This design comes from an exercise in tuning for small area, a short achievable clock period and few clock cycles on the open sky130 flow, not from production work.
Where RTL was checked, it was by simulation tests only, not by an equivalence proof against the original.
The clock port is modelled as an ideal driver; clocking choices that lean on that would not hold on a real chip.
Power and IR drop assume default switching activity.

## cc1_codec
module cc1_codec (
    input  wire        clk,
    input  wire        rst,           
    input  wire        cmd_valid,
    input  wire [31:0] cmd,
    output wire        ready,
    input  wire [7:0]  buf_we,
    input  wire [63:0] buf_wdata,
    input  wire [8:0]  arg_we,
    input  wire [71:0] arg_wdata,
    output wire [63:0] buf_q,
    output wire [71:0] arg_q,
    output wire [71:0] out_q,
    output wire [7:0]  res,
    output wire [7:0]  status
);
For scale: roughly 1900 cells after synthesis, roughly 410 I/O pins.
Settings: LEC_CHECK=0, CAP_MARGIN=20, CORE_MARGIN=2, CORE_UTILIZATION=40, PLACE_DENSITY=0.6, SLEW_MARGIN=20, TNS_END_PERCENT=5; clock period 10.0 ns.
standard.sh (not shown) runs the stock make flow with config.mk's settings and CLKGATE_MAP_FILE= SYNTH_SCRIPT=/design/flow/synth_recipe.tcl, a recipe that flattens the netlist after the stock synthesis.
==> flow/flow/run.sh <==
#!/bin/bash
# ORFS layout via the standard.sh, in stages:
#  - port buffers from sky130_fd_sc_hd__buf_1 instead of the default cell;
#  - synthesis, floorplan and placement with the default setup margin;
#  - CTS and global routing with timing repair aiming for the setup margin in
#    flow/margin.txt, followed by a power (area) recovery pass after CTS
#    (flow/post_cts.tcl).
# Each make invocation logs to its own file here; ORFS keeps per-step logs
# under orfs/logs.
set -euo pipefail
export BUFFER_PORTS_ARGS="-buffer_cell sky130_fd_sc_hd__buf_1"
bash standard.sh synth > make_synth.log 2>&1
bash standard.sh floorplan > make_floorplan.log 2>&1
bash standard.sh place > make_place.log 2>&1
export SETUP_SLACK_MARGIN=$(cat flow/margin.txt)
export POST_CTS_TCL=$PWD/flow/post_cts.tcl
bash standard.sh > make_finish.log 2>&1
==> flow/flow/margin.txt <==
6.5
==> flow/flow/post_cts.tcl <==
# Area recovery after CTS timing repair: downsize cells off the critical
# paths while keeping the setup margin that the repair aimed for.
estimate_parasitics -placement
repair_timing -recover_power 100 -setup_margin $::env(SETUP_SLACK_MARGIN) -verbose
detailed_placement
check_placement -verbose
report_design_area
Testbench counts at the start, summed over its fixed seeds: cycles 27,999.
Next try:
Settings changed: CTS_BUF_LIST set to sky130_fd_sc_hd__clkbuf_8, CTS_CLUSTER_SIZE set to 30, TNS_END_PERCENT 5 to not set.
The new run produced a clean layout; via count went up by about 3.5%; power is lower by about 6%; count of clock-buffer cells in the layout came out higher by 3; non-clock buffer count came out higher by 53.

========
Another version of the RTL of cc1_codec (not shown whole).
For scale: ~2,000 cells after synthesis, roughly 270 flip-flops.
==> flow/design.v (excerpt) <==
module cc1_codec (
    input  wire        clk,
    input  wire        rst,           
    input  wire        cmd_valid,
    input  wire [31:0] cmd,
    output wire        ready,
    input  wire [7:0]  buf_we,
    input  wire [63:0] buf_wdata,
    input  wire [8:0]  arg_we,
    input  wire [71:0] arg_wdata,
    output wire [63:0] buf_q,
    output wire [71:0] arg_q,
    output wire [71:0] out_q,
    output wire [7:0]  res,
    output wire [7:0]  status
);
export LEC_CHECK = 0
export CAP_MARGIN = 20
export CORE_MARGIN = 2
export CORE_UTILIZATION = 40
export PLACE_DENSITY = 0.6
export SLEW_MARGIN = 20
export TNS_END_PERCENT = 0
create_clock -name core_clock -period 10.0 [get_ports {clk}]
==> flow/flow/run.sh <==
#!/bin/bash
# ORFS layout via the standard.sh, in stages:
#  - port buffers from sky130_fd_sc_hd__buf_1 instead of the default cell;
#  - the three-input XOR/XNOR cells added to the platform's DONT_USE_CELLS,
#    so the CRC networks map to two-input XORs;
#  - synthesis, floorplan and placement with the default setup margin;
set -euo pipefail
export BUFFER_PORTS_ARGS="-buffer_cell sky130_fd_sc_hd__buf_1"
base=$(make -s -C "$FLOW_HOME" DESIGN_CONFIG="$PWD/config.mk" WORK_HOME="$PWD/orfs" print-DONT_USE_CELLS 2> make_print.log | sed -n 's/^DONT_USE_CELLS: //p')
du="DONT_USE_CELLS=$base sky130_fd_sc_hd__xor3_1 sky130_fd_sc_hd__xor3_2 sky130_fd_sc_hd__xor3_4 sky130_fd_sc_hd__xnor3_1 sky130_fd_sc_hd__xnor3_2 sky130_fd_sc_hd__xnor3_4"
echo "$du" > dont_use.txt
bash standard.sh synth "$du" > make_synth.log 2>&1
bash standard.sh floorplan "$du" > make_floorplan.log 2>&1
bash standard.sh place "$du" > make_place.log 2>&1
export SETUP_SLACK_MARGIN=$(cat flow/margin.txt)
bash standard.sh finish "$du" > make_finish.log 2>&1
Scripts as last shown in full above: flow/flow/margin.txt
The baseline ran to the end with no violations.
Testbench counts at the start, summed over its fixed seeds: cycles 27,999.
Then changed:
==> flow/flow/run.sh (replaced) <==
#!/bin/bash
# ORFS layout via the standard.sh, in stages:
#  - port buffers from sky130_fd_sc_hd__buf_1 instead of the default cell;
#  - synthesis, floorplan and placement with the default setup margin;
set -euo pipefail
export BUFFER_PORTS_ARGS="-buffer_cell sky130_fd_sc_hd__buf_1"
bash standard.sh synth > make_synth.log 2>&1
bash standard.sh floorplan > make_floorplan.log 2>&1
bash standard.sh place > make_place.log 2>&1
export SETUP_SLACK_MARGIN=$(cat flow/margin.txt)
bash standard.sh > make_finish.log 2>&1
--- a/flow/config.mk
+++ b/flow/config.mk
@@ -9,4 +9,4 @@
 export CORE_MARGIN = 2
-export CORE_UTILIZATION = 40
-export PLACE_DENSITY = 0.6
+export CORE_UTILIZATION = 30
+export PLACE_DENSITY = 0.5
 export SLEW_MARGIN = 20
First-iteration DRC count goes down by a quarter to a third.
Via count goes down slightly.
Wire length goes up by a few percent.
Clock-buffer cell count goes down by 1.
Synthesized cell count goes down slightly.
Synthesized area is about the same.
Hold slack degrades by 5.0 ps.
Global-route usage goes down by 6.2 points.
Power goes up by a few percent.
Critical path depth is unchanged.
Cell area goes up by a few percent.

========
Another version of the RTL of cc1_codec (not shown whole).
Size: roughly 1900 cells after synthesis, ~270 flip-flops, about 17000 um2 of cells after synthesis.
clock: 10.0 ns
lec_check: 0
cap_margin: 20
core_margin: 2
core_utilization: 40
place_density: 0.6
slew_margin: 20
synth_hierarchical: 1
synth_minimum_keep_size: 0
==> flow/flow/run.sh <==
#!/bin/bash
# ORFS layout via the standard.sh, in stages:
#  - port buffers from sky130_fd_sc_hd__buf_1 instead of the default cell;
#  - synthesis, floorplan and placement with the default setup margin;
#  - CTS and global routing with timing repair aiming for the setup margin in
#    flow/margin.txt, followed by a power (area) recovery pass after CTS
#    (flow/post_cts.tcl).
# Each make invocation logs to its own file here; ORFS keeps per-step logs
# under orfs/logs.
set -euo pipefail
export BUFFER_PORTS_ARGS="-buffer_cell sky130_fd_sc_hd__buf_1"
bash standard.sh synth > make_synth.log 2>&1
bash standard.sh floorplan > make_floorplan.log 2>&1
bash standard.sh place > make_place.log 2>&1
export SETUP_SLACK_MARGIN=$(cat flow/margin.txt)
export POST_CTS_TCL=$PWD/flow/post_cts.tcl
bash standard.sh > make_finish.log 2>&1
Scripts as last shown in full above: flow/flow/margin.txt, flow/flow/post_cts.tcl
The baseline ran to the end with no violations.
Edit:
--- a/flow/flow/run.sh
+++ b/flow/flow/run.sh
@@ -3,2 +3,4 @@
 #  - port buffers from sky130_fd_sc_hd__buf_1 instead of the default cell;
+#  - the three-input XOR/XNOR cells added to the platform's DONT_USE_CELLS,
+#    so the CRC networks map to faster two-input XORs;
 #  - synthesis, floorplan and placement with the default setup margin;
@@ -11,7 +13,10 @@
 export BUFFER_PORTS_ARGS="-buffer_cell sky130_fd_sc_hd__buf_1"
-bash standard.sh synth > make_synth.log 2>&1
-bash standard.sh floorplan > make_floorplan.log 2>&1
-bash standard.sh place > make_place.log 2>&1
+base=$(make -s -C "$FLOW_HOME" DESIGN_CONFIG="$PWD/config.mk" WORK_HOME="$PWD/orfs" print-DONT_USE_CELLS 2> make_print.log | sed -n 's/^DONT_USE_CELLS: //p')
+du="DONT_USE_CELLS=$base sky130_fd_sc_hd__xor3_1 sky130_fd_sc_hd__xor3_2 sky130_fd_sc_hd__xor3_4 sky130_fd_sc_hd__xnor3_1 sky130_fd_sc_hd__xnor3_2 sky130_fd_sc_hd__xnor3_4"
+echo "$du" > dont_use.txt
+bash standard.sh synth "$du" > make_synth.log 2>&1
+bash standard.sh floorplan "$du" > make_floorplan.log 2>&1
+bash standard.sh place "$du" > make_place.log 2>&1
 export SETUP_SLACK_MARGIN=$(cat flow/margin.txt)
 export POST_CTS_TCL=$PWD/flow/post_cts.tcl
-bash standard.sh > make_finish.log 2>&1
+bash standard.sh finish "$du" > make_finish.log 2>&1
==> flow/flow/margin.txt (replaced) <==
7.0
--- a/flow/config.mk
+++ b/flow/config.mk
@@ -10,2 +10,4 @@
 export CORE_UTILIZATION = 40
+export CTS_BUF_LIST = sky130_fd_sc_hd__clkbuf_8
+export CTS_CLUSTER_SIZE = 30
 export PLACE_DENSITY = 0.6
After rerunning: The changed run completed without violations; final area increases by 15%; area after synthesis shrinks by about 1.3%; total power stays flat; cell count is higher by about 8%; utilization came out higher by 8.8 points; maximum frequency went up by 3.8%; sequential power barely changes; via count increases by about 8%; synthesized cell count goes up by 2.7%; worst setup slack improved by 0.15 ns.
No run of this note included a check of the RTL's function; only the layout flow was run.

========
== the previous run ==
cc1_codec, a different RTL version from the one above (not shown whole).
Size: about 1,900 cells after synthesis, ~270 flip-flops.
Settings: LEC_CHECK=0, CAP_MARGIN=20, CORE_MARGIN=2, CORE_UTILIZATION=40, PLACE_DENSITY=0.6, SLEW_MARGIN=20; clock period 10.0 ns.
==> flow/flow/run.sh <==
#!/bin/bash
set -euo pipefail
export BUFFER_PORTS_ARGS="-buffer_cell sky130_fd_sc_hd__buf_1"
if [[ -f flow/margin.txt ]]; then export SETUP_SLACK_MARGIN=$(cat flow/margin.txt); fi
bash standard.sh > make_finish.log 2>&1
==> flow/flow/margin.txt <==
6.5
Here is what was changed in the inputs of the current run compared with the previous run.
==> flow/flow/run.sh <==
#!/bin/bash
# Standard ORFS layout via the standard.sh, with the port buffers made
# from sky130_fd_sc_hd__buf_1 instead of the default choice of cell.
set -euo pipefail
export BUFFER_PORTS_ARGS="-buffer_cell sky130_fd_sc_hd__buf_1"
bash standard.sh > make_finish.log 2>&1
-- flow/config.mk --
<<< the previous run, line 11
export PLACE_DENSITY = 0.6
export SLEW_MARGIN = 20
>>> the current run, line 11
export PLACE_DENSITY = 0.6
export SETUP_SLACK_MARGIN = 5
export SLEW_MARGIN = 20
removed: flow/flow/margin.txt
[summary]
Per the comparison of the current run with the previous run, detailed-route wire length went down by 12%, internal cell power went down by about 3%.
Of the current run and the previous run, the run reporting the lower slew at the pin closest to its max-slew limit was the previous run.
[the current run] total power consumption of the routed design fell 3.5% relative to the previous run
Of the current run and the previous run, the run reporting the higher post-route core utilization was the previous run.
No run of this note included a check of the RTL's function; only the layout flow was run.

port drivers added, routing unchanged:
The flow's constraints put no driver on any port. The routed layouts listed below were extracted and timed again, unchanged, in two steps. Step 1 assumes that a clkbuf_16 drives the clock port and a buf_2 every other input. Step 2 adds t to the input delays and takes it off the output delays; t is the mean of the earliest and latest rising clock arrival at the registers after step 1. Input paths then give back, and output paths get back, about the clock's delay inside the block. Slacks: no drivers / after step 1 / after step 2; pairs: no drivers / after step 1.
run	t (ns)	setup slack, ns	worst setup path at the end
the first run of note 1	0.601	6.009 / 6.039 / 5.438	input to register
the second run of note 1	0.671	6.051 / 6.078 / 5.407	input to register
the first run of note 2	0.630	5.357 / 5.389 / 4.759	input to register
the second run of note 2	0.595	5.989 / 6.024 / 5.429	input to register
the first run of note 3	0.644	6.014 / 6.014 / 5.525	input to register
the second run of note 3	0.693	6.161 / 6.172 / 5.480	input to register
the previous run	0.647	6.047 / 6.057 / 5.410	input to register
the current run	0.611	5.154 / 5.154 / 4.584	input to register
After both steps every run listed still meets setup and hold. For the second run of note 3, which loses most, drivers alone change the setup slack by +0.011 ns; drivers and shift together by -0.681 ns.
